Optimization exercise on an open flow, not production practice. RTL: at most simulated, not proved equivalent. Function not checked: runs 1 to 4. Power: default activity.

==> design/flow/design.v <==
module fm_decoder (
    input  wire         clk,
    input  wire         rst_n,
    input  wire         cmd_valid,
    output reg          cmd_ready,
    input  wire [31:0]  cmd_data,
    output reg          res_valid,
    input  wire         res_ready,
    output reg  [15:0]  res_head,
    output reg  [103:0] res_payload,
    output wire [31:0]  dstat
);
    localparam [1:0] C_NOBAR  = 2'd0,
                     C_NOPROG = 2'd1,
                     C_CSERR  = 2'd2,
                     C_PROG   = 2'd3;
    localparam [3:0] R_OK       = 4'd0,
                     R_EMPTY    = 4'd1,
                     R_LEFT     = 4'd2,
                     R_RIGHT    = 4'd3,
                     R_BARCOUNT = 4'd4,
                     R_SHORT    = 4'd5,
                     R_LONG     = 4'd6,
                     R_GAP      = 4'd7,
                     R_SIG      = 4'd8,
                     R_HTYPE    = 4'd9,
                     R_HINDEX   = 4'd10,
                     R_DIRECT   = 4'd11,
                     R_CSUM     = 4'd12;
    localparam [2:0] E_IDLE  = 3'd0,    
                     E_WAIT  = 3'd1,    
                     E_SRCH  = 3'd2,    
                     E_CLASS = 3'd3,    
                     E_SUM   = 3'd4,    
                     E_DEC   = 3'd5;    
    reg  [7:0]  last_csum;
    reg  [15:0] row_index;
    reg         aborted;
    reg         err;
    reg         line_open;
    assign dstat = {5'd0, line_open, err, aborted, last_csum, row_index};
    reg  [13:0] rem, rem_prev;
    reg         q_ref;
    wire [13:0] rem_eff  = q_ref ? rem_prev : rem;
    wire        cmd_fire = cmd_valid && cmd_ready;
    wire [3:0]  op       = cmd_data[31:28];
    wire is_scan  = (cmd_data == 32'h8000_0000);
    wire is_lb    = (op == 4'h9);
    wire is_pix   = (cmd_data[31:1] == 31'h5000_0000);
    wire is_le    = (cmd_data == 32'hB000_0000);
    wire is_run   = (cmd_data[31:15] == 17'h1_8000);
    wire [13:0] rem_m1   = rem_eff - 14'd1;
    wire        rem_nz   = (rem_eff != 14'd0);
    wire [14:0] a_remrun = {1'b0, rem_eff} - {1'b0, cmd_data[13:0]};
    wire [14:0] a_span   = {1'b0, cmd_data[27:14]} - {1'b0, cmd_data[13:0]};
    wire lb_ok  = !aborted && !line_open && !a_span[14] && (a_span[13:0] != 14'd0);
    wire run_ok = line_open && (is_pix ? rem_nz : !a_remrun[14]);
    wire le_ok  = line_open && !rem_nz;
    wire a_refuse = cmd_data[31] && !is_scan &&
                    !(is_lb && lb_ok) && !((is_pix || is_run) && run_ok) && !(is_le && le_ok);
    reg  [27:0] q_data;
    reg         q_begin, q_run, q_pix, q_end;
    reg  [2:0]  est;
    always @(posedge clk) begin
        rem_prev <= rem_eff;
        if (cmd_fire && op == 4'h9)
            rem <= a_span[13:0];
        else if (cmd_fire && op == 4'hA)
            rem <= rem_m1;
        else if (cmd_fire && op == 4'hC)
            rem <= a_remrun[13:0];
        else
            rem <= rem_eff;
    end
    always @(posedge clk or negedge rst_n) begin
        if (!rst_n) begin
            q_begin <= 1'b0;
            q_run   <= 1'b0;
            q_pix   <= 1'b0;
            q_end   <= 1'b0;
            q_ref   <= 1'b0;
        end else begin
            q_ref   <= cmd_fire && a_refuse;
            q_begin <= cmd_fire && is_lb && lb_ok;
            q_run   <= cmd_fire && is_run && run_ok;
            q_pix   <= cmd_fire && is_pix && run_ok;
            q_end   <= cmd_fire && is_le && le_ok;
        end
    end
    always @(posedge clk)
        q_data <= cmd_data[27:0];
    reg  [13:0] left_b, right_b;
    reg         seen_fg, prev_fg;
    reg         left_fail;         
    reg  [13:0] rem_last;          
    reg  [7:0]  n_black;           
    reg  [9:0]  cur_black;         
    reg  [10:0] cur_white, gap_min, gap_max;
    reg  [9:0]  orw;               
    wire [13:0] b_count = q_pix ? 14'd1 : {q_data[13:0]};
    wire        b_fg    = q_pix ? q_data[0] : q_data[14];
    wire        b_act   = (q_run || q_pix) && (b_count != 14'd0);
    wire [13:0] b_fx    = right_b - rem - b_count;    
    wire [14:0] b_grow  = {5'd0, cur_black} + {1'b0, b_count};
    wire [9:0]  b_wnew  = (b_count >= 14'd1023) ? 10'd1023 : b_count[9:0];
    wire [9:0]  b_wgrow = (b_grow >= 15'd1023) ? 10'd1023 : b_grow[9:0];
    wire [17:0] b_x10   = {1'b0, b_fx, 3'b000} + {3'b000, b_fx, 1'b0};
    wire [11:0] b_white = {1'b0, cur_white} + {1'b0, b_count[10:0]};
    wire [17:0] b_l13   = {left_b, 3'b000} + {1'b0, left_b, 2'b00} + {4'd0, left_b};
    reg         bw_we;
    reg  [7:0]  bw_idx;
    reg  [9:0]  bw_wd;              
    always @* begin
        bw_we  = 1'b0;
        bw_idx = n_black;
        bw_wd  = b_wnew;
        if (b_act && b_fg) begin
            if (!seen_fg) begin
                bw_we  = 1'b1;
                bw_idx = 8'd0;
            end else if (prev_fg) begin
                bw_we  = (n_black <= 8'd132);
                bw_idx = n_black - 8'd1;
                bw_wd  = b_wgrow;
            end else begin
                bw_we  = (n_black <= 8'd131);
                bw_idx = n_black;
            end
        end
    end
    wire [8:0]  bw_wd9 = (bw_wd >= 10'd511) ? 9'd511 : bw_wd[8:0];
    wire [7:0]  bw_wd8 = (bw_wd >= 10'd255) ? 8'd255 : bw_wd[7:0];
    wire        bw_wr  = bw_we;
    always @(posedge clk) begin
        if (q_begin) begin
            left_b    <= q_data[13:0];
            right_b   <= q_data[27:14];
            seen_fg   <= 1'b0;
            prev_fg   <= 1'b0;
            n_black   <= 8'd0;
            cur_white <= 11'd0;
            gap_min   <= 11'h7FF;
            gap_max   <= 11'd0;
            orw       <= 10'd0;
        end else if (b_act) begin
            if (b_fg) begin
                if (!seen_fg) begin
                    seen_fg   <= 1'b1;
                    left_fail <= (b_x10 > b_l13);
                    n_black   <= 8'd1;
                    cur_black <= b_wnew;
                end else if (prev_fg) begin
                    cur_black <= b_wgrow;
                end else begin
                    if (cur_white < gap_min) gap_min <= cur_white;
                    if (cur_white > gap_max) gap_max <= cur_white;
                    cur_white <= 11'd0;
                    cur_black <= b_wnew;
                    if (n_black != 8'd133)
                        n_black <= n_black + 8'd1;
                end
                rem_last <= rem;
            end else begin
                if (seen_fg)
                    cur_white <= (b_count >= 14'd2047 || b_white[11]) ? 11'h7FF : b_white[10:0];
            end
            prev_fg <= b_fg;
            if (bw_we)
                orw <= orw | bw_wd;
        end
    end
    wire [17:0] g_rem10  = {1'b0, rem_last, 3'b000} + {3'b000, rem_last, 1'b0} + 18'd10;
    wire [17:0] g_r3     = {3'b000, right_b, 1'b0} + {4'd0, right_b};
    wire [12:0] g_min3   = {1'b0, gap_min, 1'b0} + {2'd0, gap_min};
    reg  [3:0] g_reason;
    always @* begin
        if (!seen_fg)                                   g_reason = R_EMPTY;
        else if (left_fail)                             g_reason = R_LEFT;
        else if (g_r3 < g_rem10)                        g_reason = R_RIGHT;
        else if (n_black > 8'd132)                      g_reason = R_LONG;
        else if (n_black < 8'd12 || n_black[2:0] != 3'd4) g_reason = R_BARCOUNT;
        else if (n_black < 8'd36)                       g_reason = R_SHORT;
        else if ({2'b0, gap_max} > g_min3)              g_reason = R_GAP;
        else                                            g_reason = R_OK;
    end
    reg [3:0] g_msb;
    integer mi;
    always @* begin
        g_msb = 4'd0;
        for (mi = 0; mi < 10; mi = mi + 1)
            if (orw[mi]) g_msb = mi[3:0];
    end
    reg  [9:0]   cmp_v;            
    reg  [11:0]  vblk;             
    wire [131:0] valid = {{8{vblk[11]}}, {8{vblk[10]}}, {8{vblk[9]}}, {8{vblk[8]}},
                          {8{vblk[7]}},  {8{vblk[6]}},  {8{vblk[5]}}, {8{vblk[4]}},
                          {8{vblk[3]}},  {8{vblk[2]}},  {8{vblk[1]}}, {8{vblk[0]}},
                          36'hF_FFFF_FFFF};
    function le10;
        input [9:0] a, b;
        integer k;
        reg c;
        begin
            c = 1'b1;
            for (k = 0; k < 10; k = k + 1)
                c = (~a[k] & b[k]) | (~a[k] & c) | (b[k] & c);
            le10 = c;
        end
    endfunction
    wire [131:0] le;               
    genvar gi;
    generate
        for (gi = 0; gi < 132; gi = gi + 1) begin : g_bw
            if (gi < 60) begin : g10
                reg [9:0] w;
                always @(posedge clk)
                    if (bw_wr && bw_idx == gi) w <= bw_wd;
                assign le[gi] = le10(w, cmp_v);
            end else if (gi < 124) begin : g9
                reg [8:0] w;
                always @(posedge clk)
                    if (bw_wr && bw_idx == gi) w <= bw_wd9;
                assign le[gi] = cmp_v[9] | le10({1'b0, w}, {1'b0, cmp_v[8:0]});
            end else begin : g8
                reg [7:0] w;
                always @(posedge clk)
                    if (bw_wr && bw_idx == gi) w <= bw_wd8;
                assign le[gi] = (cmp_v[9:8] != 2'b00) | le10({2'b00, w}, {2'b00, cmp_v[7:0]});
            end
        end
    endgenerate
    wire [131:0] le_v = le & valid;
    wire [47:0] pc;
    genvar gp;
    generate
        for (gp = 0; gp < 12; gp = gp + 1) begin : g_pc
            fm_pc11 u_pc (.b(le_v[11*gp+10:11*gp]), .s(pc[4*gp+3:4*gp]));
        end
    endgenerate
    reg  [47:0] part;
    reg         part_ok;           
    reg         part_up;           
    reg  [9:0]  p_lo, p_up;        
    reg  [3:0]  bit_lo, bit_up;    
    wire [7:0]  cnt   = {4'd0, part[3:0]}   + {4'd0, part[7:4]}   + {4'd0, part[11:8]}  +
                        {4'd0, part[15:12]} + {4'd0, part[19:16]} + {4'd0, part[23:20]} +
                        {4'd0, part[27:24]} + {4'd0, part[31:28]} + {4'd0, part[35:32]} +
                        {4'd0, part[39:36]} + {4'd0, part[43:40]} + {4'd0, part[47:44]};
    wire [6:0]  half  = n_black[7:1];
    wire        enough = part_up ? (cnt > {1'b0, half}) : (cnt >= {1'b0, half});
    wire [3:0]  rbit   = part_up ? bit_up : bit_lo;
    wire [9:0]  rpre   = part_up ? p_up : p_lo;
    wire [9:0]  rbitm  = 10'd1 << rbit;
    wire [9:0]  rnew   = enough ? rpre : (rpre | rbitm);
    wire [9:0]  rnext  = rnew | ((rbitm >> 1) - 10'd1) ;
    wire [131:0] cls = ~le;        
    reg  [127:0] pk;
    integer bi;
    always @* begin
        for (bi = 0; bi < 128; bi = bi + 1)
            pk[127-bi] = cls[2+bi];
    end
    wire [15:0] byte_ok = {vblk, 4'hF};
    wire [127:0] pk_m;
    genvar gj;
    generate
        for (gj = 0; gj < 16; gj = gj + 1) begin : g_mask
            assign pk_m[127-8*gj -: 8] = pk[127-8*gj -: 8] & {8{byte_ok[gj]}};
        end
    endgenerate
    reg c_sig;
    always @* begin
        case (n_black[7:3])
            5'd4:  c_sig = cls[34]  && !cls[35];
            5'd5:  c_sig = cls[42]  && !cls[43];
            5'd6:  c_sig = cls[50]  && !cls[51];
            5'd7:  c_sig = cls[58]  && !cls[59];
            5'd8:  c_sig = cls[66]  && !cls[67];
            5'd9:  c_sig = cls[74]  && !cls[75];
            5'd10: c_sig = cls[82]  && !cls[83];
            5'd11: c_sig = cls[90]  && !cls[91];
            5'd12: c_sig = cls[98]  && !cls[99];
            5'd13: c_sig = cls[106] && !cls[107];
            5'd14: c_sig = cls[114] && !cls[115];
            5'd15: c_sig = cls[122] && !cls[123];
            default: c_sig = cls[130] && !cls[131];
        endcase
        c_sig = c_sig && !cls[0] && !cls[1];
    end
    reg  [7:0]  row0, row1, row2;
    reg         sig_ok;
    reg  [11:0] bsum;              
    wire [11:0] s_sum = {4'd0, row1} + {4'd0, row2} +
                        {4'd0, res_payload[7:0]}   + {4'd0, res_payload[15:8]} +
                        {4'd0, res_payload[23:16]} + {4'd0, res_payload[31:24]} +
                        {4'd0, res_payload[39:32]} + {4'd0, res_payload[47:40]} +
                        {4'd0, res_payload[55:48]} + {4'd0, res_payload[63:56]} +
                        {4'd0, res_payload[71:64]} + {4'd0, res_payload[79:72]} +
                        {4'd0, res_payload[87:80]} + {4'd0, res_payload[95:88]} +
                        {4'd0, res_payload[103:96]};
    function [7:0] fold;
        input [11:0] t;
        reg [8:0] y;
        begin
            y = {5'd0, t[11:8]} + {1'b0, t[7:0]};
            fold = y[8] ? (y[7:0] + 8'd1) : y[7:0];
        end
    endfunction
    wire [11:0] d_tchain = bsum + {4'd0, last_csum};
    wire [7:0]  d_chain  = fold(d_tchain);
    wire [7:0]  d_zero   = fold(bsum);
    wire [4:0]  d_k      = n_black[7:3];
    wire [4:0]  d_len    = d_k - 5'd3;
    reg  [1:0]  d_class;
    reg  [3:0]  d_reason;
    always @* begin
        if (!sig_ok) begin
            d_class = C_NOBAR;  d_reason = R_SIG;
        end else if (row1[7:4] != 4'd1) begin
            d_class = C_NOPROG; d_reason = R_HTYPE;
        end else if (row1[3:0] != row_index[3:0]) begin
            d_class = C_NOPROG; d_reason = R_HINDEX;
        end else if (d_chain == row0) begin
            d_class = C_PROG;   d_reason = R_OK;
        end else if (d_len < 5'd10 && d_zero == row0) begin
            d_class = C_NOPROG; d_reason = R_DIRECT;
        end else begin
            d_class = C_CSERR;  d_reason = R_CSUM;
        end
    end
    reg         pass2;
    reg         own_up;            
    wire        res_free   = !res_valid || res_ready;
    wire        geo_go     = (est == E_WAIT || q_end) && res_free;
    wire        geo_fail   = (g_reason != R_OK);
    wire        dec_retry  = (est == E_DEC) && !pass2 && (d_class == C_CSERR);
    wire        dec_commit = ((est == E_DEC) && !dec_retry) || (geo_go && geo_fail);
    wire        dec_take2  = pass2 && (d_class != C_PROG);
    wire [1:0]  out_class  = (est == E_DEC) ? (dec_take2 ? C_CSERR : d_class)  : C_NOBAR;
    wire [3:0]  out_reason = (est == E_DEC) ? (dec_take2 ? R_CSUM  : d_reason) : g_reason;
    wire [3:0]  out_len    = (out_class == C_PROG) ? d_len[3:0] : 4'd0;
    wire        out_upper  = (est == E_DEC) && pass2;
    wire        lo_last    = (est == E_SRCH) && part_ok && !part_up && (bit_lo == 4'd0);
    always @(posedge clk or negedge rst_n) begin
        if (!rst_n) begin
            est       <= E_IDLE;
            cmd_ready <= 1'b1;
            res_valid <= 1'b0;
        end else begin
            if (res_valid && res_ready)
                res_valid <= 1'b0;
            if (cmd_fire && is_le && le_ok)
                cmd_ready <= 1'b0;
            if (dec_commit) begin
                res_valid <= 1'b1;
                cmd_ready <= 1'b1;
                est       <= E_IDLE;
            end else if (geo_go) begin
                est <= E_SRCH;
            end else if (q_end) begin
                est <= E_WAIT;
            end else begin
                case (est)
                E_SRCH:  if (lo_last) est <= E_CLASS;
                E_CLASS: est <= E_SUM;
                E_SUM:   est <= E_DEC;
                E_DEC:   if (dec_retry) est <= E_CLASS;
                default: ;
                endcase
            end
        end
    end
    always @(posedge clk) begin
        part <= pc;
        if (geo_go) begin
            vblk[0]  <= (n_black >= 8'd44);
            vblk[1]  <= (n_black >= 8'd52);
            vblk[2]  <= (n_black >= 8'd60);
            vblk[3]  <= (n_black >= 8'd68);
            vblk[4]  <= (n_black >= 8'd76);
            vblk[5]  <= (n_black >= 8'd84);
            vblk[6]  <= (n_black >= 8'd92);
            vblk[7]  <= (n_black >= 8'd100);
            vblk[8]  <= (n_black >= 8'd108);
            vblk[9]  <= (n_black >= 8'd116);
            vblk[10] <= (n_black >= 8'd124);
            vblk[11] <= (n_black >= 8'd132);
            p_lo    <= 10'd0;
            p_up    <= 10'd0;
            bit_lo  <= g_msb;
            bit_up  <= g_msb;
            cmp_v   <= (10'd1 << g_msb) - 10'd1;
            part_ok <= 1'b0;
            own_up  <= 1'b0;
            pass2   <= 1'b0;
        end else if (est == E_SRCH) begin
            part_ok <= 1'b1;
            part_up <= own_up;
            own_up  <= !own_up;
            if (part_ok) begin
                if (part_up) begin
                    p_up   <= rnew;
                    bit_up <= bit_up - 4'd1;
                    cmp_v  <= rnext;
                end else begin
                    p_lo   <= rnew;
                    bit_lo <= bit_lo - 4'd1;
                    cmp_v  <= (bit_lo == 4'd0) ? rnew : rnext;
                end
            end
        end else if (est == E_CLASS) begin
            part_ok <= 1'b0;
            if (part_ok && part_up)
                p_up <= rnew;
        end else if (dec_retry) begin
            cmp_v <= p_up;
            pass2 <= 1'b1;
        end
    end
    always @(posedge clk) begin
        if (est == E_CLASS) begin
            row0        <= pk_m[127:120];
            row1        <= pk_m[119:112];
            row2        <= pk_m[111:104];
            res_payload <= {pk_m[7:0],   pk_m[15:8],  pk_m[23:16], pk_m[31:24],
                            pk_m[39:32], pk_m[47:40], pk_m[55:48], pk_m[63:56],
                            pk_m[71:64], pk_m[79:72], pk_m[87:80], pk_m[95:88],
                            pk_m[103:96]};
            sig_ok      <= c_sig;
        end
        if (est == E_SUM)
            bsum <= s_sum;
        if (dec_commit) begin
            res_head <= {5'd0, out_len, out_upper, out_reason, out_class};
            if (out_class != C_PROG)
                res_payload <= 104'd0;
        end
    end
    always @(posedge clk or negedge rst_n) begin
        if (!rst_n) begin
            last_csum <= 8'd0;
            row_index <= 16'd0;
            aborted   <= 1'b0;
            err       <= 1'b0;
            line_open <= 1'b0;
        end else begin
            if (cmd_fire) begin
                if (is_scan) begin
                    last_csum <= 8'd0;
                    row_index <= 16'd0;
                    aborted   <= 1'b0;
                    err       <= 1'b0;
                    line_open <= 1'b0;
                end else begin
                    if (a_refuse) err <= 1'b1;
                    if (is_lb && lb_ok) line_open <= 1'b1;
                    if (is_le && le_ok) line_open <= 1'b0;
                end
            end
            if (dec_commit) begin
                if (out_class == C_PROG) begin
                    last_csum <= row0;
                    row_index <= row_index + 16'd1;
                end
                if (out_class == C_CSERR)
                    aborted <= 1'b1;
            end
        end
    end
endmodule
module fm_pc11 (input wire [10:0] b, output wire [3:0] s);
    wire t1, t2, t3, t4, t5, t6, t7, t8, t9, t10, t11, t12, t13, t14;
    assign t1 = b[0] ^ b[1] ^ b[2];
    assign t2 = (b[0] & b[1]) | (b[0] & b[2]) | (b[1] & b[2]);
    assign t3 = b[3] ^ b[4] ^ b[5];
    assign t4 = (b[3] & b[4]) | (b[3] & b[5]) | (b[4] & b[5]);
    assign t5 = b[6] ^ b[7] ^ b[8];
    assign t6 = (b[6] & b[7]) | (b[6] & b[8]) | (b[7] & b[8]);
    assign t7 = b[9] ^ b[10];
    assign t8 = b[9] & b[10];
    assign t9 = t1 ^ t3 ^ t5;
    assign t10 = (t1 & t3) | (t1 & t5) | (t3 & t5);
    assign t11 = t2 ^ t4 ^ t6;
    assign t12 = (t2 & t4) | (t2 & t6) | (t4 & t6);
    assign t13 = t10 ^ t11 ^ t8;
    assign t14 = (t10 & t11) | (t10 & t8) | (t11 & t8);
    assign s = {1'b0, t14, t13, t9} + {1'b0, t12, 1'b0, t7};
endmodule
==> design/flow/flow/run.sh <==
#!/bin/bash
# The standard layout (standard.sh: ORFS synth .. finish, unchanged scripts),
# with the resizer's setup repair asked to keep a larger slack margin so that it
# works on paths the 22 ns clock alone would leave untouched, and with the delay
# cells kept out of the netlist (they would otherwise be picked as port buffers).
# The SDC, clock period and all other settings are the design's.
set -euo pipefail
export SETUP_SLACK_MARGIN=16
export DONT_USE_CELLS="sky130_fd_sc_hd__clkdlybuf4s15_1 sky130_fd_sc_hd__clkdlybuf4s15_2 sky130_fd_sc_hd__clkdlybuf4s18_1 sky130_fd_sc_hd__clkdlybuf4s18_2 sky130_fd_sc_hd__clkdlybuf4s25_1 sky130_fd_sc_hd__clkdlybuf4s25_2 sky130_fd_sc_hd__clkdlybuf4s50_1 sky130_fd_sc_hd__clkdlybuf4s50_2 sky130_fd_sc_hd__dlygate4sd1_1 sky130_fd_sc_hd__dlygate4sd2_1 sky130_fd_sc_hd__dlygate4sd3_1 sky130_fd_sc_hd__dlymetal6s2s_1 sky130_fd_sc_hd__dlymetal6s4s_1 sky130_fd_sc_hd__dlymetal6s6s_1"
bash standard.sh > standard_flow.log 2>&1
==> design/flow/standard.sh <==
#!/bin/bash
# synth_recipe.tcl (not shown) runs the flow's synth.tcl, then flattens the netlist and writes it again
# the make line also repeats each setting of config.mk as NAME=value (left out here)
make -C /OpenROAD-flow-scripts/flow DESIGN_CONFIG=/design/flow/config.mk WORK_HOME=/design/flow/orfs CLKGATE_MAP_FILE= SYNTH_SCRIPT=/design/flow/synth_recipe.tcl "${@:-finish}"
==> design/flow/config.mk <==
export PLATFORM = sky130hd
export DESIGN_NAME = fm_decoder
export DESIGN_NICKNAME = fm_decoder
export VERILOG_FILES = /design/flow/design.v
export SDC_FILE = /design/flow/constraint.sdc
export NUM_CORES = 4
export LEC_CHECK = 0
export ABC_CLOCK_PERIOD_IN_PS = 5000
export CAP_MARGIN = 30
export CORE_MARGIN = 2
export CORE_UTILIZATION = 25
export PLACE_DENSITY = 0.45
export SLEW_MARGIN = 30
==> design/flow/constraint.sdc <==
create_clock -name core_clock -period 22.0 [get_ports {clk}]
set_input_delay 4.4000 -clock core_clock [delete_from_list [all_inputs] [get_ports {clk}]]
set_output_delay 4.4000 -clock core_clock [all_outputs]
set_load 0.01 [all_outputs]
==> out/metrics.yaml, run 1 <==
outcome: "complete, no violations"
maxSlewViolCount: 0
hold_class: "register to register"
hold_violations: 0
p_leak_nw: 40.3
drtIter0Drc: 4572
yosys_warnings: 1
floorplan.io_pins: 190
synth-seq-area-share: 0.550
async_reset_ff_frac: 0.0219
grt_max_degree: 109
final_common_cell: "edfxtp_1"
irDropWorstVdd_mv: 0.0948
dr_total_vias: 57100
portBuffers: 179
reg2reg_to: "left_fail$_DFFE_PP_"
cts-hold-fix-buffers: 0
num-nets-final: 7811
hold_path.startpoint: "q_data[27]$_DFF_P_"
clk_pin_slew_ns: 0.06
syn_area_per_cell_sq_um: 12.7
drive_above_1_share: 0.207
cts_buffer_depth: 4
clock_latency_ns: 0.90
die_area_sq_um: 352000
ant_nets: 0
synth_top_area_share: 0.474
synthesis.area_sq_um: 86800
area_delta_synth_final_pct: 19.2
r2r_slack_ns: 15.97
coreArea_sq_um: 346000
via_per_inst: 4.79
num_rows: 216
cp.arrival_ns: 6.95
synth_edf_count: 1372
postLayoutCoreUtil: 0.299
antenna_found_initial: 20
grt_overflow: 0
nFillCells: 34900
worstSetupStartpointType: "input pin"
fin_cells: 11900
cts_sinks: 1692
crit_type: "input pin to register"
synthTopCellsByArea: "edfxtp_1 (47%), dfxtp_1 (6.5%), fa_1 (5.6%)"
whs_path_depth: 0
synth_area_leader_cell: "edfxtp_1"
yosysUniqueCellTypes: 93
drt-pass1-iter-count: 5
endpoint_kind: "register"
p_per_area_nw_per_um2: 74.7
placed_cell_area_sq_um: 94200
syn_inst: 6853
synth_top_flop_cell: "edfxtp_1"
post-route-min-period_ns: 6.26
htreeDepth: 4
grt_usage: 0.167
grt_pass1_vias: 57000
worstMarginPinSlew_ns: 1.06
grt_pass1_wl_mm: 425
finClkSkew_ns: 0.122
cts_root_buffer: "clkbuf_16"
dp_cells: 11400
numCtsBuffers: 189
crit_path_start: "cmd_data[14]"
cts_tree: "built"
die_x_um: 593
r2r_cells: 22
grt_setup_unrepaired: "yes"
r2r_start: "q_pix$_DFF_PN0_"
setup_viol: 0
initial_utilization: 0.251
drc: 0
layout_common_cells: "edfxtp_1 (1372), inv_1 (476), maj3_2 (456)"
final_cell_area_sq_um: 104000
gp_congestion: 0.879
required_ns: 22.69
finalSetupTns_ns: 0
ys_ff_latch: 1692
maxSlewHeadroom: 0.293
place_hpwl_mm: 188
endpoint: "line_open$_DFFE_PN0P_"
fmax_mhz: 160
cap_violations: 0
drt-total-wl_mm: 302
wl_per_cell_um: 25.3
path_max_fanout: 3
die_h_um: 593
post-route-period-util: 0.285
## timing repair
item,CTS,global route
cloned,18,7
gates resized for setup,790,182
endpoints found under the hold margin,0,0
pin swaps,54,128
setup endpoints to repair,724,213
setup buffers,104,49
## per-stage QoR
step	total power [mW]	setup WS [ns]	hold WS, ns
2_1_floorplan	4.37	15.43	0.386
3_3_place_gp	4.63	13.82	0.394
3_5_place_dp	4.65	13.82	0.389
4_1_cts	7.78	15.76	0.402
5_1_grt	8.08	15.66	0.414
6_report	7.74	15.74	0.403
## state kept, by name, indices dropped and copies added (netlist names), 12 cells and up
signal / cells
q_data: 28
rem: 14
g_bw.genblk1.g8.w: 64
left_b: 14
rem_last: 14
bsum: 12
vblk: 12
g_bw.g10.w: 600
right_b: 14
res_payload: 104
part: 48
row_index: 16
rem_prev: 14
g_bw.genblk1.g9.w: 576
## cell families (layout without fill, tap and decap cells)
kind of cell | after synthesis | in the layout | share of synthesized area
muxes | 66 | 66 | 0.00777
DFF | 1692 | 1692 | 0.550
adders and majority gates | 1474 | 1474 | 0.213
AOI/OAI and AO/OA | 1105 | 1105 | 0.0861
buffers and inverters | 809 | 1298 | 0.0376
other | 1 | 16 | 0.0000432
and+or+nand+nor | 1526 | 1526 | 0.0866
xor gates and xnor gates | 180 | 180 | 0.0182
## layer usage
metal	wire length (um)	GRT usage
met1	132000	0.220
met2	144000	0.280
met4	12100	0.0624
met3	14100	0.0207
met5	55	0
## critical path, stage by stage
cell	delay, ns
buf_12	0.10
clkinv_8	0.04
ha_4	0.15
fa_2	0.37
nor2b_4	0.12
o21ai_2	0.08
a21boi_2	0.20
o21bai_2	0.12
a21oi_2	0.14
buf_4	0.14
o41ai_4	0.08
xnor2_2	0.17
a31oi_2	0.21
o2111ai_4	0.21
a41oi_4	0.35
nor3_1	0.07
## worst min path at each step
stage	end	slack (ns)
after floorplan	right_b[10]$_DFFE_PP_	0.39
final	right_b[13]$_DFFE_PP_	0.40
after detailed placement	right_b[13]$_DFFE_PP_	0.39
after CTS	right_b[13]$_DFFE_PP_	0.40
after global routing	right_b[13]$_DFFE_PP_	0.41
after global placement	right_b[13]$_DFFE_PP_	0.39
## area by class of cell
class | instances | area, sq um | share of cell area
antenna | 6 | 15.0 | 0.000145
clock buffer | 253 | 5300 | 0.0512
clock inverter | 85 | 591 | 0.00570
inverter | 508 | 2030 | 0.0196
multi-input combinational | 4361 | 37200 | 0.359
sequential | 1692 | 48100 | 0.465
tap | 4578 | 5730 | 0.0553
timing repair buffer | 451 | 4580 | 0.0442
timing repair inverter | 1 | 8.76 | 0.0000846
## power breakdown
group          leakage (nW)  internal [mW]  switching, mW  total (mW)
clock network          2.89           1.75           1.35        3.10
registers              18.1           3.45         0.0400        3.49
logic                  19.3          0.499          0.643        1.14
## synth_stat cells, types with 36 or more instances
library cell / instances
a31oi_1: 39
maj3_2: 427
nand3_1: 121
dfxtp_1: 283
a21oi_1: 244
xnor2_1: 124
o21a_1: 64
nor2_1: 438
mux2i_1: 55
maj3_1: 476
ha_1: 330
xor2_1: 56
a22oi_1: 41
nand2b_1: 134
nor3_1: 70
edfxtp_1: 1372
dfrtp_1: 36
inv_1: 499
nor2b_1: 249
nand2_1: 322
fa_1: 241
o21ai_0: 196
clkbuf_1: 208
a21o_1: 69
==> run 2: changes to the inputs <==
--- a/design/flow/config.mk
+++ b/design/flow/config.mk
@@ -8,6 +8,8 @@
 export ABC_CLOCK_PERIOD_IN_PS = 5000
 export CAP_MARGIN = 30
 export CORE_MARGIN = 2
-export CORE_UTILIZATION = 25
-export PLACE_DENSITY = 0.45
+export CORE_UTILIZATION = 45
+export CTS_BUF_LIST = sky130_fd_sc_hd__clkbuf_4 sky130_fd_sc_hd__clkbuf_8
+export CTS_CLUSTER_SIZE = 20
+export PLACE_DENSITY = 0.6
 export SLEW_MARGIN = 30
==> run 2 against run 1 <==
Compared with the run above:
- still clean
- die area shrank 44%
- clock skew fell by 0.0064 ns
- clock power is 5% lower
- critical path depth down 5
- final cell count decreased by 15%
- core utilization increased by 23 points
- synthesized cell count unchanged
- worst setup slack better by 0.22 ns
- hold slack better by 0.013 ns
- sequential cell count unchanged
- critical path type unchanged
- largest cell class unchanged
- largest power group unchanged
==> out/metrics.yaml, run 2 <==
grt_overflow: 0
path_max_fanout: 5
max_stage_delay_ns: 0.56
synthesis.area_sq_um: 86800
maxSlewHeadroom: 0.213
floorplan.io_pins: 190
antenna_found_initial: 8
drtIter0Drc: 5372
ys_ff_latch: 1692
grt_pass1_wl_mm: 395
multi_input_area_sq_um: 37100
dr_total_vias: 58600
cp_cell_sequence: "clkdlybuf4s50_1 -> inv_1 -> ha_4 -> a21o_1 -> o41ai_4 -> xnor2_2 -> a31oi_1 -> o2111ai_2 -> buf_4 -> a41oi_2 -> nor3_2"
drc: 0
setup_viol: 0
ant_nets: 0
cts_root_buffer: "clkbuf_8"
yosys_warnings: 1
grt_setup_unrepaired: "yes"
p_per_area_nw_per_um2: 74.9
outcome: "complete, no violations"
maxSlewViolCount: 0
netlist_top_cells_count: "edfxtp_1 (1372), inv_1 (499), maj3_1 (476)"
cp.arrival_ns: 6.88
syn_inst: 6853
portBuffers: 179
irDropWorstVdd_mv: 0.0775
synth_top_flop_cell: "edfxtp_1"
synth_most_common_cell: "edfxtp_1"
critPathSlowestCell: "clkdlybuf4s50_1"
fmax_mhz: 166
final_common_cell: "edfxtp_1"
place_hpwl_mm: 167
synth_area_leader_cell: "edfxtp_1"
seq_area_sq_um: 48200
cap_violations: 0
largest_reg_flops: 600
wl_per_cell_um: 27.3
area_delta_synth_final_pct: 16.5
top_layer_used: "met5"
coreArea_sq_um: 192000
die_area_sq_um: 196000
num-nets-final: 7967
num_rows: 161
cts_buffer_depth: 4
post-route-period-util: 0.275
crit_type: "input pin to register"
async_reset_ff_frac: 0.0219
worstSetupStartpointType: "input pin"
post-route-min-period_ns: 6.04
critPathBufInv: 3
drt-met1-wl_mm: 115
grt_usage: 0.274
layout_common_cells: "edfxtp_1 (1372), inv_1 (471), maj3_2 (459)"
htreeDepth: 5
hold_class: "register to register"
clk_pin_slew_ns: 0.06
required_ns: 22.84
worstMarginPinSlew_ns: 1.17
synthTopCellsByArea: "edfxtp_1 (47%), dfxtp_1 (6.5%), fa_1 (5.6%)"
wl_met3_mm: 21.7
top_regs: "g_bw.g10.w: 600 flops, g_bw.genblk1.g9.w: 576 flops, res_payload: 104 flops"
clock_latency_ns: 1.07
postLayoutCoreUtil: 0.526
numCtsBuffers: 310
initial_utilization: 0.452
via_per_inst: 5.80
endpoint_kind: "register"
drive_above_1_share: 0.238
die_h_um: 443
finClkSkew_ns: 0.116
drt-total-wl_mm: 276
finalSetupTns_ns: 0
synth_edf_count: 1372
cts_sinks: 1692
die_x_um: 443
grt_pass1_vias: 57900
yosysUniqueCellTypes: 93
p_leak_nw: 40.7
drt-pass1-iter-count: 7
cts_tree: "built"
nFillCells: 16400
critical-path-top-delay-family: "compound AO/OA/AOI/OAI gates"
synth_top_area_share: 0.474
top_register: "g_bw.g10.w"
synth-seq-area-share: 0.550
gp_congestion: 0.902
dr_wl_met2_mm: 125
grt_max_degree: 92
syn_area_per_cell_sq_um: 12.7
hold_violations: 0
[run 2: cell counts after synthesis]
Identical to the previous run, type by type.
[run 2: layout make-up]
type / instances / share of cell area
multi-input cells: 4361 / 0.367
inverters: 508 / 0.0198
repair buffers: 487 / 0.0476
flip-flops and latches: 1692 / 0.476
clock inverters: 101 / 0.00596
diodes: 5 / 0.000124
well taps: 2526 / 0.0313
clock buffers: 430 / 0.0526
[run 2: per-layer routing]
layer	vias to the layer above	global-route usage
met4	2	0.137
met1	29600	0.362
met2	2403	0.429
met3	611	0.0565
met5	-	0
li1	26000	-
[run 2: final timing paths]
kind	start	endpoint	slack (ns)	cells past startpoint
hold / removal	q_data[26]$_DFF_P_	right_b[12]$_DFFE_PP_	0.42	0
hold reg to reg	q_data[26]$_DFF_P_	right_b[12]$_DFFE_PP_	0.42	0
setup / recovery	cmd_data[9]	line_open$_DFFE_PN0P_	15.96	11
max in group asynchronous	rst_n	last_csum[6]$_DFF_PN0_	18.19	1
setup reg to reg	cmp_v[0]$_DFFE_PP_	part[10]$_DFF_P_	16.00	18
min in group asynchronous	rst_n	err$_DFFE_PN0P_	3.39	1
[run 2: worst register-to-register path, stage by stage (launching register included)]
cell      delay [ns]
edfxtp_1        0.45
buf_6           0.16
buf_16          0.19
nor2b_1         0.13
maj3_1          0.37
maj3_2          0.32
maj3_2          0.31
maj3_2          0.31
maj3_1          0.36
maj3_1          0.37
maj3_2          0.32
maj3_2          0.31
maj3_2          0.39
fa_1            0.54
fa_2            0.40
fa_2            0.58
inv_1           0.05
ha_1            0.20
xor2_1          0.14
[run 2: power breakdown]
part           internal, mW  switching (mW)  total (mW)
logic                 0.488           0.639        1.13
clock network          1.62            1.33        2.95
registers              3.45          0.0410        3.49
total                  5.56            2.01        7.57
[run 2: timing repair]
item | in CTS | in global routing
pin swaps | 32 | 132
endpoints found under the setup margin | 598 | 367
hold buffers | 0 | 0
cloned | 13 | 7
gates resized for setup | 1047 | 214
setup buffers | 143 | 52
[run 2: cells by family after synthesis]
group	after synthesis	synth area share
buffers and inverters	809	0.0376
DFF	1692	0.550
xor gates and xnor gates	180	0.0182
AOI/OAI and AO/OA	1105	0.0861
muxes	66	0.00777
adders and majority gates	1474	0.213
and+or+nand+nor	1526	0.0866
other	1	0.0000432
[run 2: per-stage QoR]
step                setup WS (ns)  area [sq um]  power, mW  hold slack, ns  std cells
global placement            13.96         91500       4.62           0.435       9356
CTS                         15.85         99700       7.59           0.426      10000
detailed placement          13.96         91600       4.64           0.408       9357
floorplan                   15.43         87100       4.37           0.386       6862
finish                      15.96        101000       7.57           0.416      10100
global route                15.81        101000       7.89           0.429      10100
==> run 3: changes to the inputs <==
--- a/design/flow/design.v
+++ b/design/flow/design.v
@@ -53,7 +53,7 @@
     wire        rem_nz   = (rem_eff != 14'd0);
     wire [14:0] a_remrun = {1'b0, rem_eff} - {1'b0, cmd_data[13:0]};
     wire [14:0] a_span   = {1'b0, cmd_data[27:14]} - {1'b0, cmd_data[13:0]};
-    wire lb_ok  = !aborted && !line_open && !a_span[14] && (a_span[13:0] != 14'd0);
+    wire lb_ok  = !aborted && !line_open && (cmd_data[13:0] < cmd_data[27:14]);
     wire run_ok = line_open && (is_pix ? rem_nz : !a_remrun[14]);
     wire le_ok  = line_open && !rem_nz;
     wire a_refuse = cmd_data[31] && !is_scan &&
@@ -183,6 +183,11 @@
         else if ({2'b0, gap_max} > g_min3)              g_reason = R_GAP;
         else                                            g_reason = R_OK;
     end
+    wire [9:0] orw_next  = q_begin ? 10'd0 : ((b_act && bw_we) ? (orw | bw_wd) : orw);
+    wire [9:0] orw_smear = orw_next | {1'b0, orw_next[9:1]} | {2'b0, orw_next[9:2]} |
+                           {3'b0, orw_next[9:3]} | {4'b0, orw_next[9:4]} | {5'b0, orw_next[9:5]} |
+                           {6'b0, orw_next[9:6]} | {7'b0, orw_next[9:7]} | {8'b0, orw_next[9:8]} |
+                           {9'b0, orw_next[9]};
     reg [3:0] g_msb;
     integer mi;
     always @* begin
@@ -191,7 +196,10 @@
             if (orw[mi]) g_msb = mi[3:0];
     end
     reg  [9:0]   cmp_v;            
-    reg  [11:0]  vblk;             
+    wire [11:0]  vblk = {n_black >= 8'd132, n_black >= 8'd124, n_black >= 8'd116,
+                         n_black >= 8'd108, n_black >= 8'd100, n_black >= 8'd92,
+                         n_black >= 8'd84,  n_black >= 8'd76,  n_black >= 8'd68,
+                         n_black >= 8'd60,  n_black >= 8'd52,  n_black >= 8'd44};
     wire [131:0] valid = {{8{vblk[11]}}, {8{vblk[10]}}, {8{vblk[9]}}, {8{vblk[8]}},
                           {8{vblk[7]}},  {8{vblk[6]}},  {8{vblk[5]}}, {8{vblk[4]}},
                           {8{vblk[3]}},  {8{vblk[2]}},  {8{vblk[1]}}, {8{vblk[0]}},
@@ -289,26 +297,54 @@
     end
     reg  [7:0]  row0, row1, row2;
     reg         sig_ok;
-    reg  [11:0] bsum;              
-    wire [11:0] s_sum = {4'd0, row1} + {4'd0, row2} +
-                        {4'd0, res_payload[7:0]}   + {4'd0, res_payload[15:8]} +
-                        {4'd0, res_payload[23:16]} + {4'd0, res_payload[31:24]} +
-                        {4'd0, res_payload[39:32]} + {4'd0, res_payload[47:40]} +
-                        {4'd0, res_payload[55:48]} + {4'd0, res_payload[63:56]} +
-                        {4'd0, res_payload[71:64]} + {4'd0, res_payload[79:72]} +
-                        {4'd0, res_payload[87:80]} + {4'd0, res_payload[95:88]} +
-                        {4'd0, res_payload[103:96]};
-    function [7:0] fold;
-        input [11:0] t;
-        reg [8:0] y;
+    reg  [7:0]  zsum;              
+    function [15:0] csa8;
+        input [7:0] a, b, c;
+        reg   [7:0] cy;
         begin
-            y = {5'd0, t[11:8]} + {1'b0, t[7:0]};
-            fold = y[8] ? (y[7:0] + 8'd1) : y[7:0];
+            cy   = (a & b) | (a & c) | (b & c);
+            csa8 = {a ^ b ^ c, cy[6:0], cy[7]};
         end
     endfunction
-    wire [11:0] d_tchain = bsum + {4'd0, last_csum};
-    wire [7:0]  d_chain  = fold(d_tchain);
-    wire [7:0]  d_zero   = fold(bsum);
+    function [7:0] eac8;
+        input [7:0] a, b;
+        reg   [8:0] t;
+        begin
+            t    = {1'b0, a} + {1'b0, b};
+            eac8 = t[8] ? (t[7:0] + 8'd1) : t[7:0];
+        end
+    endfunction
+    wire [7:0] sb1  = row1;
+    wire [7:0] sb2  = row2;
+    wire [7:0] sb3  = res_payload[7:0];
+    wire [7:0] sb4  = res_payload[15:8];
+    wire [7:0] sb5  = res_payload[23:16];
+    wire [7:0] sb6  = res_payload[31:24];
+    wire [7:0] sb7  = res_payload[39:32];
+    wire [7:0] sb8  = res_payload[47:40];
+    wire [7:0] sb9  = res_payload[55:48];
+    wire [7:0] sb10 = res_payload[63:56];
+    wire [7:0] sb11 = res_payload[71:64];
+    wire [7:0] sb12 = res_payload[79:72];
+    wire [7:0] sb13 = res_payload[87:80];
+    wire [7:0] sb14 = res_payload[95:88];
+    wire [7:0] sb15 = res_payload[103:96];
+    wire [15:0] l1a = csa8(sb1,  sb2,  sb3);
+    wire [15:0] l1b = csa8(sb4,  sb5,  sb6);
+    wire [15:0] l1c = csa8(sb7,  sb8,  sb9);
+    wire [15:0] l1d = csa8(sb10, sb11, sb12);
+    wire [15:0] l1e = csa8(sb13, sb14, sb15);
+    wire [15:0] l2a = csa8(l1a[15:8], l1a[7:0], l1b[15:8]);
+    wire [15:0] l2b = csa8(l1b[7:0],  l1c[15:8], l1c[7:0]);
+    wire [15:0] l2c = csa8(l1d[15:8], l1d[7:0], l1e[15:8]);
+    wire [15:0] l3a = csa8(l2a[15:8], l2a[7:0], l2b[15:8]);
+    wire [15:0] l3b = csa8(l2b[7:0],  l2c[15:8], l2c[7:0]);
+    wire [15:0] l4a = csa8(l3a[15:8], l3a[7:0], l3b[15:8]);
+    wire [15:0] l5a = csa8(l4a[15:8], l4a[7:0], l3b[7:0]);
+    wire [15:0] l6a = csa8(l5a[15:8], l5a[7:0], l1e[7:0]);
+    wire [7:0]  s_zero = eac8(l6a[15:8], l6a[7:0]);
+    wire [7:0]  d_chain  = eac8(last_csum, zsum);
+    wire [7:0]  d_zero   = zsum;
     wire [4:0]  d_k      = n_black[7:3];
     wire [4:0]  d_len    = d_k - 5'd3;
     reg  [1:0]  d_class;
@@ -373,25 +409,13 @@
     always @(posedge clk) begin
         part <= pc;
         if (geo_go) begin
-            vblk[0]  <= (n_black >= 8'd44);
-            vblk[1]  <= (n_black >= 8'd52);
-            vblk[2]  <= (n_black >= 8'd60);
-            vblk[3]  <= (n_black >= 8'd68);
-            vblk[4]  <= (n_black >= 8'd76);
-            vblk[5]  <= (n_black >= 8'd84);
-            vblk[6]  <= (n_black >= 8'd92);
-            vblk[7]  <= (n_black >= 8'd100);
-            vblk[8]  <= (n_black >= 8'd108);
-            vblk[9]  <= (n_black >= 8'd116);
-            vblk[10] <= (n_black >= 8'd124);
-            vblk[11] <= (n_black >= 8'd132);
             p_lo    <= 10'd0;
             p_up    <= 10'd0;
             bit_lo  <= g_msb;
             bit_up  <= g_msb;
-            cmp_v   <= (10'd1 << g_msb) - 10'd1;
-            part_ok <= 1'b0;
-            own_up  <= 1'b0;
+            part_ok <= 1'b1;
+            part_up <= 1'b0;
+            own_up  <= 1'b1;
             pass2   <= 1'b0;
         end else if (est == E_SRCH) begin
             part_ok <= 1'b1;
@@ -415,6 +439,8 @@
         end else if (dec_retry) begin
             cmp_v <= p_up;
             pass2 <= 1'b1;
+        end else if (est == E_IDLE || est == E_WAIT) begin
+            cmp_v <= {1'b0, orw_smear[9:1]};
         end
     end
     always @(posedge clk) begin
@@ -429,7 +455,7 @@
             sig_ok      <= c_sig;
         end
         if (est == E_SUM)
-            bsum <= s_sum;
+            zsum <= s_zero;
         if (dec_commit) begin
             res_head <= {5'd0, out_len, out_upper, out_reason, out_class};
             if (out_class != C_PROG)
==> design/flow/flow/run.sh (replaced) <==
#!/bin/bash
# The standard layout (standard.sh: ORFS synth .. finish, unchanged scripts),
# with the resizer's setup repair asked to keep a larger slack margin so that it
# works on paths the 22 ns clock alone would leave untouched. The SDC, clock
# period and all other settings are the design's.
set -euo pipefail
export SETUP_SLACK_MARGIN=17
bash standard.sh > standard_flow.log 2>&1
--- a/design/flow/config.mk
+++ b/design/flow/config.mk
@@ -9,7 +9,7 @@
 export CAP_MARGIN = 30
 export CORE_MARGIN = 2
 export CORE_UTILIZATION = 45
-export CTS_BUF_LIST = sky130_fd_sc_hd__clkbuf_4 sky130_fd_sc_hd__clkbuf_8
-export CTS_CLUSTER_SIZE = 20
+export CTS_CLUSTER_DIAMETER = 100
+export CTS_CLUSTER_SIZE = 25
 export PLACE_DENSITY = 0.6
 export SLEW_MARGIN = 30
==> run 3 against run 2 <==
Compared with the run above:
- combinational power grew to 3.1 times the previous value
- sequential share of layout area down 0.96 points
- largest cell class unchanged
- maximum frequency grew 1.3%
- synthesized cell count down 1.3%
- critical path depth is 4 higher
- total power is 15% higher
- count of clock-buffer cells in the layout is 299 lower
- critical endpoint is now err$_DFFE_PN0P_
- global-route usage is 0.68 points higher
- clock power fell by 41%
- worst setup slack improved by 0.077 ns
- clock skew is 0.074 ns lower
- hold slack gained 0.022 ns
==> out/metrics.yaml, run 3 <==
antenna_found_initial: 9
grt_overflow: 0
path_max_fanout: 3
cts_sinks: 1676
fmax_mhz: 168
synthXorXnorAreaFrac: 0.0191
finClkSkew_ns: 0.0414
die_h_um: 440
synth_adder_area_share: 0.215
ant_nets: 0
r2r_start: "res_payload[31]$_DFF_P_"
cp_cell_sequence: "buf_12 -> buf_4 -> ha_4 -> fa_2 -> nor2b_2 -> o21ai_2 -> a21boi_2 -> o21ai_2 -> a21boi_2 -> o21ai_2 -> a21oi_2 -> o211ai_1 -> nand2_1 -> nor3_2 -> a21o_1"
grt_setup_unrepaired: "yes"
cp.arrival_ns: 6.60
synth_simple_gate_area_frac: 0.0807
clock_latency_ns: 0.76
portBuffers: 179
postLayoutCoreUtil: 0.539
drive_above_1_share: 0.328
met2_usage: 0.451
hold_violations: 0
top_regs: "g_bw.g10.w: 600 flops, g_bw.genblk1.g9.w: 576 flops, res_payload: 104 flops"
synthTopCellsByArea: "edfxtp_1 (47%), dfxtp_1 (6.6%), maj3_2 (5.8%)"
layout_common_cells: "edfxtp_1 (1355), maj3_2 (702), inv_1 (434)"
floorplan.io_pins: 190
htreeDepth: 3
num-nets-final: 7863
grt_use_met1: 0.375
grt_pass1_wl_mm: 395
critical-path-top-delay-family: "compound AO/OA/AOI/OAI gates"
setup_viol: 0
r2r_cells: 21
drt-pass1-iter-count: 6
r2r_slack_ns: 16.07
crit_path_start: "cmd_data[0]"
synth_most_common_cell: "edfxtp_1"
initial_utilization: 0.452
maxSlewHeadroom: 0.252
wl_per_cell_um: 27.9
crit_cells: 15
synth_top_flop_cell: "edfxtp_1"
numCtsBuffers: 79
grt_max_degree: 81
coreArea_sq_um: 190000
grt_pass1_vias: 56500
p_leak_nw: 39.5
top_usage_layer: "met2"
reg2reg_to: "zsum[1]$_DFFE_PP_"
critPathSlowestCell: "fa_2"
async_reset_ff_frac: 0.0221
worstSetupStartpointType: "input pin"
max_stage_delay_ns: 0.35
irDropWorstVdd_mv: 0.522
netlist_top_cells_count: "edfxtp_1 (1355), inv_1 (532), nor2_1 (480)"
num_rows: 160
worstMarginPinSlew_ns: 1.11
place_hpwl_mm: 172
endpoint_kind: "register"
outcome: "complete, no violations"
yosysUniqueCellTypes: 97
cts_tree: "built"
synth_top_family_by_area: "adder cells"
yosys_warnings: 1
synth_area_leader_cell: "edfxtp_1"
cts_buffer_depth: 3
drt-total-wl_mm: 275
synthesis.area_sq_um: 85700
syn_area_per_cell_sq_um: 12.7
critPathBufInv: 2
synth_compound_area_frac: 0.0880
post-route-period-util: 0.271
clk_pin_slew_ns: 0.10
largest_reg_flops: 600
cts-hold-fix-buffers: 0
syn_inst: 6767
hold_class: "register to register"
drtIter0Drc: 5528
synthMuxAreaShare: 0.00518
synth-seq-area-share: 0.552
maxSlewViolCount: 0
die_x_um: 440
required_ns: 22.64
cap_violations: 0
dr_total_vias: 57200
post-route-min-period_ns: 5.96
cts_root_buffer: "clkbuf_16"
gp_congestion: 0.953
drc: 0
final_common_cell: "edfxtp_1"
synth_top_area_share: 0.475
p_per_area_nw_per_um2: 84.8
synth_edf_count: 1355
met3_usage: 0.0372
top_register: "g_bw.g10.w"
ys_ff_latch: 1676
via_per_inst: 5.81
endpoint: "err$_DFFE_PN0P_"
grt_usage: 0.280
finalSetupTns_ns: 0
crit_type: "input pin to register"
die_area_sq_um: 194000
area_delta_synth_final_pct: 19.3
crit_top_cell: "o21ai_2"
-- run 3: changes by cell type in the layout (fill, tap and decap cells not counted), sizes merged, moves of 36 or more --
cell and delta:
clkbuf -297, buf +222, clkinv -82, o21ai +56, nor2 +43, inv +38, nand3 -38, nand2b -36
-- run 3: cells by family (layout without fill, tap and decap cells) --
family,count (synthesis),count (layout)
multiplexers,44,44
AO/OA/AOI/OAI,1131,1132
XOR/XNOR,184,184
flip-flops,1676,1676
other,1,11
adder cells (fa/ha/maj),1460,1460
buffers and inverters,831,1388
AND/OR/NAND/NOR,1440,1444
-- run 3: repair_timing --
| item | CTS | global route |
|---|---|---|
| setup buffers | 300 | 84 |
| cloned | 40 | 2 |
| pin swaps | 395 | 263 |
| setup endpoints to repair | 2149 | 2008 |
| resized for setup | 1521 | 359 |
-- run 3: worst register-to-register path, cell delays in order, from the launching register on --
cell and delay (ns):
dfxtp_4 0.37, inv_1 0.06, fa_1 0.58, inv_1 0.07
fa_2 0.64, inv_2 0.06, fa_2 0.54, fa_2 0.44
fa_2 0.58, inv_2 0.05, fa_2 0.36, ha_4 0.18
fa_2 0.34, a21o_1 0.18, a21oi_2 0.17, o21bai_1 0.10
a21oi_2 0.16, o21bai_1 0.09, a21oi_2 0.18, buf_4 0.14
buf_6 0.09, mux2_4 0.31
-- run 3: area by class of cell --
| cell class | count | area (sq um) |
|---|---|---|
| clock buffers | 131 | 2170 |
| well taps | 2511 | 3140 |
| diodes | 1 | 2.50 |
| flip-flops and latches | 1676 | 47700 |
| repair inverters | 2 | 17.5 |
| multi-input cells | 4274 | 39400 |
| fillers | 15800 | 87300 |
| inverters | 541 | 2150 |
| repair buffers | 700 | 7490 |
| clock inverters | 14 | 138 |
-- run 3: where the power goes --
part | internal, mW | switching, mW | leakage, nW
logic | 1.76 | 1.72 | 20.3
clock network | 0.697 | 1.04 | 1.10
registers | 3.42 | 0.0396 | 18.1
-- run 3: worst min-delay path by stage --
| stage | cells after the start | to | start | slack, ns |
|---|---|---|---|---|
| 2_1_floorplan | 0 | right_b[10]$_DFFE_PP_ | q_data[24]$_DFF_P_ | 0.39 |
| 3_3_place_gp | 2 | p_lo[4]$_SDFFE_PP0P_ | p_lo[4]$_SDFFE_PP0P_ | 0.44 |
| 3_5_place_dp | 0 | right_b[0]$_DFFE_PP_ | q_data[14]$_DFF_P_ | 0.42 |
| 4_1_cts | 0 | right_b[13]$_DFFE_PP_ | q_data[27]$_DFF_P_ | 0.45 |
| 5_1_grt | 0 | right_b[13]$_DFFE_PP_ | q_data[27]$_DFF_P_ | 0.45 |
| 6_report | 0 | right_b[13]$_DFFE_PP_ | q_data[27]$_DFF_P_ | 0.44 |
-- run 3: through the flow --
step / area, sq um / hold slack [ns] / setup WS (ns) / std cells / power (mW)
after floorplan: 87800 / 0.386 / 15.64 / 6776 / 5.39
after global placement: 91900 / 0.436 / 14.27 / 9275 / 5.92
after detailed placement: 91900 / 0.416 / 14.29 / 9276 / 5.96
after CTS: 100000 / 0.447 / 16.03 / 9761 / 8.40
after global routing: 102000 / 0.450 / 15.91 / 9849 / 9.12
final: 102000 / 0.438 / 16.04 / 9850 / 8.67
-- run 3: per-layer routing --
layer,vias to the layer above,part of all wire
met4,0,0.055
met3,460,0.067
met1,29200,0.41
met2,2045,0.46
li1,25500,-
met5,-,0
==> run 4: changes to the inputs <==
--- a/design/flow/flow/run.sh
+++ b/design/flow/flow/run.sh
@@ -4,5 +4,5 @@
 # works on paths the 22 ns clock alone would leave untouched. The SDC, clock
 # period and all other settings are the design's.
 set -euo pipefail
-export SETUP_SLACK_MARGIN=17
+export SETUP_SLACK_MARGIN=16
 bash standard.sh > standard_flow.log 2>&1
==> run 4 against run 3 <==
Compared with the run above:
- total power is 9.5% lower
- area after synthesis unchanged
- largest cell class unchanged
- wire length down 3.7%
- non-clock buffer count fell by 294
- still clean
- core utilization fell by 3.7 points
- die area unchanged
- count of clock-buffer cells in the layout is 1 higher
- sequential cell count did not move
- clock skew increased by 0.0090 ns
==> out/metrics.yaml, run 4 <==
wl_per_cell_um: 27.7
top_register: "g_bw.g10.w"
cp.arrival_ns: 6.67
drt-total-wl_mm: 265
synth_area_leader_cell: "edfxtp_1"
irDropWorstVdd_mv: 0.244
numCtsBuffers: 79
cts_sinks: 1676
dr_total_vias: 55600
hold_violations: 0
die_x_um: 440
ys_ff_latch: 1676
drc: 0
antenna_found_initial: 9
syn_inst: 6767
worstMarginPinSlew_ns: 1.14
path_max_fanout: 38
maxSlewViolCount: 0
setup_viol: 0
largest_reg_flops: 600
required_ns: 22.58
cts_buffer_depth: 3
clk_pin_slew_ns: 0.10
final_common_cell: "edfxtp_1"
p_leak_nw: 37.3
num_rows: 160
grt_pass1_wl_mm: 378
top_regs: "g_bw.g10.w: 600 flops, g_bw.genblk1.g9.w: 576 flops, res_payload: 104 flops"
drtIter0Drc: 5220
crit_type: "input pin to register"
ant_nets: 0
cap_violations: 0
htreeDepth: 3
grt_max_degree: 93
num-nets-final: 7564
post-route-min-period_ns: 6.09
placed_cell_area_sq_um: 90400
netlist_top_cells_count: "edfxtp_1 (1355), inv_1 (532), nor2_1 (480)"
synth_top_area_share: 0.475
dp_cells: 9279
maxSlewHeadroom: 0.235
grt_usage: 0.267
via_per_inst: 5.82
drt-pass1-iter-count: 6
synth_most_common_cell: "edfxtp_1"
outcome: "complete, no violations"
portBuffers: 179
area_delta_synth_final_pct: 11.2
hold_class: "register to register"
max_stage_delay_ns: 0.51
r2r_cells: 18
initial_utilization: 0.452
finalSetupTns_ns: 0
fmax_mhz: 164
yosys_warnings: 1
die_area_sq_um: 194000
die_h_um: 440
yosysUniqueCellTypes: 97
endpoint_kind: "register"
async_reset_ff_frac: 0.0221
post-route-period-util: 0.277
gp_congestion: 0.952
drive_above_1_share: 0.170
grt_overflow: 0
grt_pass1_vias: 54100
clock_latency_ns: 0.75
whs_path_depth: 0
synth_top_flop_cell: "edfxtp_1"
synthTopCellsByArea: "edfxtp_1 (47%), dfxtp_1 (6.6%), maj3_2 (5.8%)"
synthesis.area_sq_um: 85700
floorplan.io_pins: 190
worstSetupStartpointType: "input pin"
coreArea_sq_um: 190000
postLayoutCoreUtil: 0.503
place_hpwl_mm: 170
critPathSlowestCell: "a2111oi_1"
final_cell_area_sq_um: 95300
syn_area_per_cell_sq_um: 12.7
cts_tree: "built"
synth_edf_count: 1355
synth-seq-area-share: 0.552
grt_setup_unrepaired: "yes"
layout_common_cells: "edfxtp_1 (1355), inv_1 (507), maj3_2 (478)"
p_per_area_nw_per_um2: 82.4
cts_root_buffer: "clkbuf_16"
fin_cells: 9552
finClkSkew_ns: 0.0504
cp_cell_sequence: "clkdlybuf4s50_1 -> nand2b_1 -> o21ai_1 -> buf_4 -> a41o_1 -> o21ai_4 -> and2_4 -> buf_16 -> a2111oi_1"
[run 4: changes by cell type in the layout (fill, tap and decap cells not counted), moves of 73 or more]
cell	delta
nor2_1	+118
maj3_1	+224
buf_4	-163
maj3_2	-224
buf_6	-169
inv_1	+73
dlygate4sd2_1	+138
[run 4: power by group]
group	internal (mW)	switching, mW
clock network	0.698	1.04
logic	1.17	1.47
registers	3.43	0.0386
total	5.30	2.56
[run 4: area by class of cell]
cell class / count / area, sq um
fill: 16300 / 94300
sequential: 1676 / 47600
multi-input combinational: 4270 / 36200
timing repair buffer: 406 / 3980
tap: 2511 / 3140
clock buffer: 132 / 2180
inverter: 541 / 2130
clock inverter: 13 / 141
timing repair inverter: 1 / 11.3
antenna: 2 / 5.00
[run 4: worst max-delay path, delay by kind of cell]
kind	cells	cell delay, ns
simple gates	2	0.46
buf+inv	3	0.84
compound gates	4	0.89
[run 4: timing repair]
item / in CTS / in global routing
hold buffers: 0 / 0
gates resized for setup: 440 / 206
buffers inserted: 70 / 37
setup endpoints to repair: 553 / 230
pin swaps: 40 / 81
cloned: 12 / 5
[run 4: final timing paths]
| path | from | end | slack (ns) |
|---|---|---|---|
| hold reg to reg | q_data[27]$_DFF_P_ | right_b[13]$_DFFE_PP_ | 0.42 |
| setup reg to reg | res_payload[8]$_DFF_P_ | zsum[1]$_DFFE_PP_ | 15.97 |
| setup / recovery | res_ready | res_payload[26]$_DFF_P_ | 15.91 |
| hold / removal | q_data[27]$_DFF_P_ | right_b[13]$_DFFE_PP_ | 0.42 |
| min in group asynchronous | rst_n | q_ref$_DFF_PN0_ | 3.63 |
| max in group asynchronous | rst_n | aborted$_DFF_PN0_ | 17.95 |
[run 4: layer usage]
metal	GRT usage	share of wire
met1	0.364	0.42
met2	0.429	0.46
met4	0.124	0.054
met5	0	0.000049
met3	0.0300	0.066
[run 4: per-stage QoR]
| step | worst slack [ns] | power, mW | hold slack (ns) |
|---|---|---|---|
| finish | 15.91 | 7.85 | 0.416 |
| global route | 15.83 | 8.26 | 0.426 |
| CTS | 15.97 | 7.51 | 0.415 |
| detailed placement | 14.26 | 5.70 | 0.393 |
| global placement | 14.21 | 5.66 | 0.394 |
| floorplan | 15.64 | 5.12 | 0.386 |
[run 4: kinds of logic after synthesis]
group | count (synthesis) | share of synthesized area
DFF | 1676 | 0.552
adders and majority gates | 1460 | 0.215
and+or+nand+nor | 1440 | 0.0807
AOI/OAI and AO/OA | 1131 | 0.0880
buffers and inverters | 831 | 0.0402
xor gates and xnor gates | 184 | 0.0191
muxes | 44 | 0.00518
other | 1 | 0.0000438
==> run 5: changes to the inputs <==
--- a/design/flow/design.v
+++ b/design/flow/design.v
@@ -297,7 +297,7 @@
     end
     reg  [7:0]  row0, row1, row2;
     reg         sig_ok;
-    reg  [7:0]  zsum;              
+    reg  [15:0] zcs;               
     function [15:0] csa8;
         input [7:0] a, b, c;
         reg   [7:0] cy;
@@ -342,9 +342,9 @@
     wire [15:0] l4a = csa8(l3a[15:8], l3a[7:0], l3b[15:8]);
     wire [15:0] l5a = csa8(l4a[15:8], l4a[7:0], l3b[7:0]);
     wire [15:0] l6a = csa8(l5a[15:8], l5a[7:0], l1e[7:0]);
-    wire [7:0]  s_zero = eac8(l6a[15:8], l6a[7:0]);
-    wire [7:0]  d_chain  = eac8(last_csum, zsum);
-    wire [7:0]  d_zero   = zsum;
+    wire [15:0] d_cs     = csa8(zcs[15:8], zcs[7:0], last_csum);
+    wire [7:0]  d_chain  = eac8(d_cs[15:8], d_cs[7:0]);
+    wire [7:0]  d_zero   = eac8(zcs[15:8], zcs[7:0]);
     wire [4:0]  d_k      = n_black[7:3];
     wire [4:0]  d_len    = d_k - 5'd3;
     reg  [1:0]  d_class;
@@ -455,7 +455,7 @@
             sig_ok      <= c_sig;
         end
         if (est == E_SUM)
-            zsum <= s_zero;
+            zcs <= l6a;
         if (dec_commit) begin
             res_head <= {5'd0, out_len, out_upper, out_reason, out_class};
             if (out_class != C_PROG)
--- a/design/flow/flow/run.sh
+++ b/design/flow/flow/run.sh
@@ -4,5 +4,5 @@
 # works on paths the 22 ns clock alone would leave untouched. The SDC, clock
 # period and all other settings are the design's.
 set -euo pipefail
-export SETUP_SLACK_MARGIN=16
+export SETUP_SLACK_MARGIN=15.5
 bash standard.sh > standard_flow.log 2>&1
==> run 5 against run 4 <==
Compared with the run above:
- critical path type unchanged
- sequential power is 1% higher
- still clean
- area after synthesis increased by 0.44%
- largest power group unchanged
- global-route usage decreased by 0.28 points
- first-iteration DRC count fell by 0.25%
==> out/metrics.yaml, run 5 <==
numCtsBuffers: 83
finalSetupTns_ns: 0
placed_cell_area_sq_um: 90800
largest_reg_flops: 600
ant_nets: 0
cap_violations: 0
ys_ff_latch: 1684
synth_edf_count: 1363
critPathBufInv: 2
clkPwrFrac: 0.233
cp_cell_sequence: "clkdlybuf4s50_1 -> nor4_1 -> nand4_1 -> nor3_2 -> and3_1 -> nand3_1 -> buf_4 -> and2_1 -> o21ai_0 -> o21ai_0"
maxSlewHeadroom: 0.286
synth_area_leader_cell: "edfxtp_1"
async_reset_ff_frac: 0.0220
p_per_area_nw_per_um2: 84.1
syn_inst: 6884
critical-path-top-delay-family: "simple AND/OR/NAND/NOR gates"
num_rows: 160
hold_class: "register to register"
p_int_mw: 5.34
crit_type: "input pin to register"
die_h_um: 441
p_leak_nw: 36.9
hold_violations: 0
area_delta_synth_final_pct: 9.22
synth_most_common_cell: "edfxtp_1"
gp_congestion: 1.00
initial_utilization: 0.453
drive_above_1_share: 0.0854
die_area_sq_um: 195000
wl_per_cell_um: 27.5
floorplan.io_pins: 190
drtIter0Drc: 5207
final_common_cell: "edfxtp_1"
seq_area_sq_um: 47600
top_register: "g_bw.g10.w"
netlist_top_cells_count: "edfxtp_1 (1363), maj3_1 (652), inv_1 (529)"
post-route-min-period_ns: 6.45
synth-seq-area-share: 0.552
required_ns: 22.63
worstSetupStartpointType: "input pin"
cts_buffer_depth: 3
drt-total-wl_mm: 263
p_sw_frac: 0.325
die_x_um: 441
dp_cells: 9387
htreeDepth: 3
grt_setup_unrepaired: "yes"
place_hpwl_mm: 177
max_stage_delay_ns: 0.57
p_sw_mw: 2.57
crit_top_cell: "o21ai_0"
comb_power_share: 0.322
multi_input_area_sq_um: 35700
grt_max_degree: 134
coreArea_sq_um: 190000
endpoint_kind: "register"
outcome: "complete, no violations"
cp.arrival_ns: 7.08
fin_cells: 9553
cts_sinks: 1684
grt_pass1_wl_mm: 375
path_max_fanout: 16
portBuffers: 179
via_per_inst: 5.84
setup_viol: 0
dr_total_vias: 55800
yosysUniqueCellTypes: 92
final_cell_area_sq_um: 94000
maxSlewViolCount: 0
drc: 0
antenna_found_initial: 16
fmax_mhz: 155
post-route-period-util: 0.293
grt_usage: 0.265
synth_top_area_share: 0.476
drt-pass1-iter-count: 6
top_regs: "g_bw.g10.w: 600 flops, g_bw.genblk1.g9.w: 576 flops, res_payload: 104 flops"
layout_common_cells: "edfxtp_1 (1363), maj3_1 (652), inv_1 (509)"
clk_pin_slew_ns: 0.10
clock_latency_ns: 0.78
yosys_warnings: 1
synthTopCellsByArea: "edfxtp_1 (48%), maj3_1 (7.6%), dfxtp_1 (6.6%)"
pwr-share-seq: 0.445
finClkSkew_ns: 0.0524
irDropWorstVdd_mv: 0.191
num-nets-final: 7583
grt_pass1_vias: 54200
synth_top_flop_cell: "edfxtp_1"
critPathSlowestCell: "clkdlybuf4s50_1"
syn_area_per_cell_sq_um: 12.5
cts_root_buffer: "clkbuf_16"
synthesis.area_sq_um: 86100
grt_overflow: 0
cts_tree: "built"
nFillCells: 16600
worstMarginPinSlew_ns: 1.06
==> run 5: changes by cell type in the layout (fill, tap and decap cells not counted), sizes merged, moves of 29 or more <==
| cell | before | now |
|---|---|---|
| maj3 | 907 | 846 |
| nor2 | 480 | 446 |
| clkdlybuf4s50 | 19 | 172 |
| o2111ai | 5 | 35 |
| dlygate4sd2 | 144 | 2 |
| a22oi | 73 | 43 |
| o211ai | 32 | 61 |
| buf | 229 | 127 |
| a21oi | 249 | 303 |
==> run 5: cells by family after synthesis <==
logic type	count (synthesis)	synth area share
multiplexers	59	0.00692
adder cells (fa/ha/maj)	1406	0.205
flip-flops	1684	0.552
AO/OA/AOI/OAI	1200	0.0927
XOR/XNOR	191	0.0194
buffers and inverters	839	0.0380
AND/OR/NAND/NOR	1504	0.0859
other	1	0.0000436
==> run 5: per-layer routing <==
| layer | global-route usage | up-vias | share of wire |
|---|---|---|---|
| met5 | 0 | - | 0.00016 |
| li1 | - | 25200 | - |
| met4 | 0.103 | 6 | 0.045 |
| met2 | 0.443 | 1772 | 0.48 |
| met3 | 0.0298 | 381 | 0.054 |
| met1 | 0.354 | 28400 | 0.42 |
==> run 5: final cells by class <==
type / count / share of cell area
clock buffer: 118 / 0.0239
sequential: 1684 / 0.506
antenna: 1 / 0.0000266
timing repair buffer: 308 / 0.0311
inverter: 538 / 0.0223
tap: 2511 / 0.0334
clock inverter: 21 / 0.00366
timing repair inverter: 1 / 0.0000932
multi-input combinational: 4371 / 0.380
==> run 5: worst paths after layout <==
path,start,endpoint,slack [ns],cells after the start
setup / recovery,cmd_data[6],row_index[6]$_DFF_PN0_,15.55,10
hold / removal,q_data[15]$_DFF_P_,right_b[1]$_DFFE_PP_,0.41,0
setup reg to reg,q_pix$_DFF_PN0_,left_fail$_DFFE_PP_,15.64,27
hold reg to reg,q_data[15]$_DFF_P_,right_b[1]$_DFFE_PP_,0.41,0
max in group asynchronous,rst_n,last_csum[2]$_DFF_PN0_,17.97,1
min in group asynchronous,rst_n,err$_DFFE_PN0P_,3.60,1
==> run 5: power groups by stage <==
| stage | Sequential [mW] | Combinational, mW | Clock, mW |
|---|---|---|---|
| after CTS | 3.51 | 2.50 | 1.87 |
| after global routing | 3.52 | 2.84 | 1.97 |
| final | 3.51 | 2.55 | 1.84 |
| after floorplan | 3.55 | 1.87 | 0 |
| after global placement | 3.58 | 2.43 | 0 |
| after detailed placement | 3.58 | 2.47 | 0 |
==> run 5: per-stage QoR <==
step           hold WS, ns   util  setup WS (ns)  total power, mW
4_1_cts              0.415  0.493          15.50             7.88
5_1_grt              0.422  0.495          15.35             8.32
6_report             0.414  0.495          15.55             7.90
3_3_place_gp         0.387  0.478          14.10             6.02
3_5_place_dp         0.392  0.478          14.19             6.06
2_1_floorplan        0.386      -          15.48             5.42
==> run 5: worst register-to-register path: stages (launching register included) <==
cell,delay [ns]
dfrtp_2,0.49
clkinvlp_4,0.14
buf_4,0.16
buf_4,0.19
nand2_1,0.35
fa_1,0.50
ha_1,0.36
inv_1,0.09
o21bai_1,0.08
a21oi_1,0.24
nor2b_1,0.08
o21a_1,0.19
o31a_1,0.26
nor2_1,0.12
xnor2_1,0.18
ha_1,0.33
and3_1,0.19
a21oi_1,0.13
o21ai_0,0.18
a21oi_1,0.20
ha_1,0.27
and4_1,0.23
a221o_1,0.32
a21o_1,0.18
a21o_1,0.17
a21o_1,0.17
a21oi_1,0.13
a21oi_1,0.13
==> run 5: repair_timing <==
action / CTS / global route
buffers inserted: 9 / 10
hold buffers: 0 / 0
pin swaps: 5 / 13
gates resized for setup: 41 / 50
cloned: 2 / 4
endpoints found under the setup margin: 136 / 116
endpoints found under the hold margin: 0 / 0
Testbench counts of run 5, summed over its fixed seeds: cycles 224,368, lines 888.
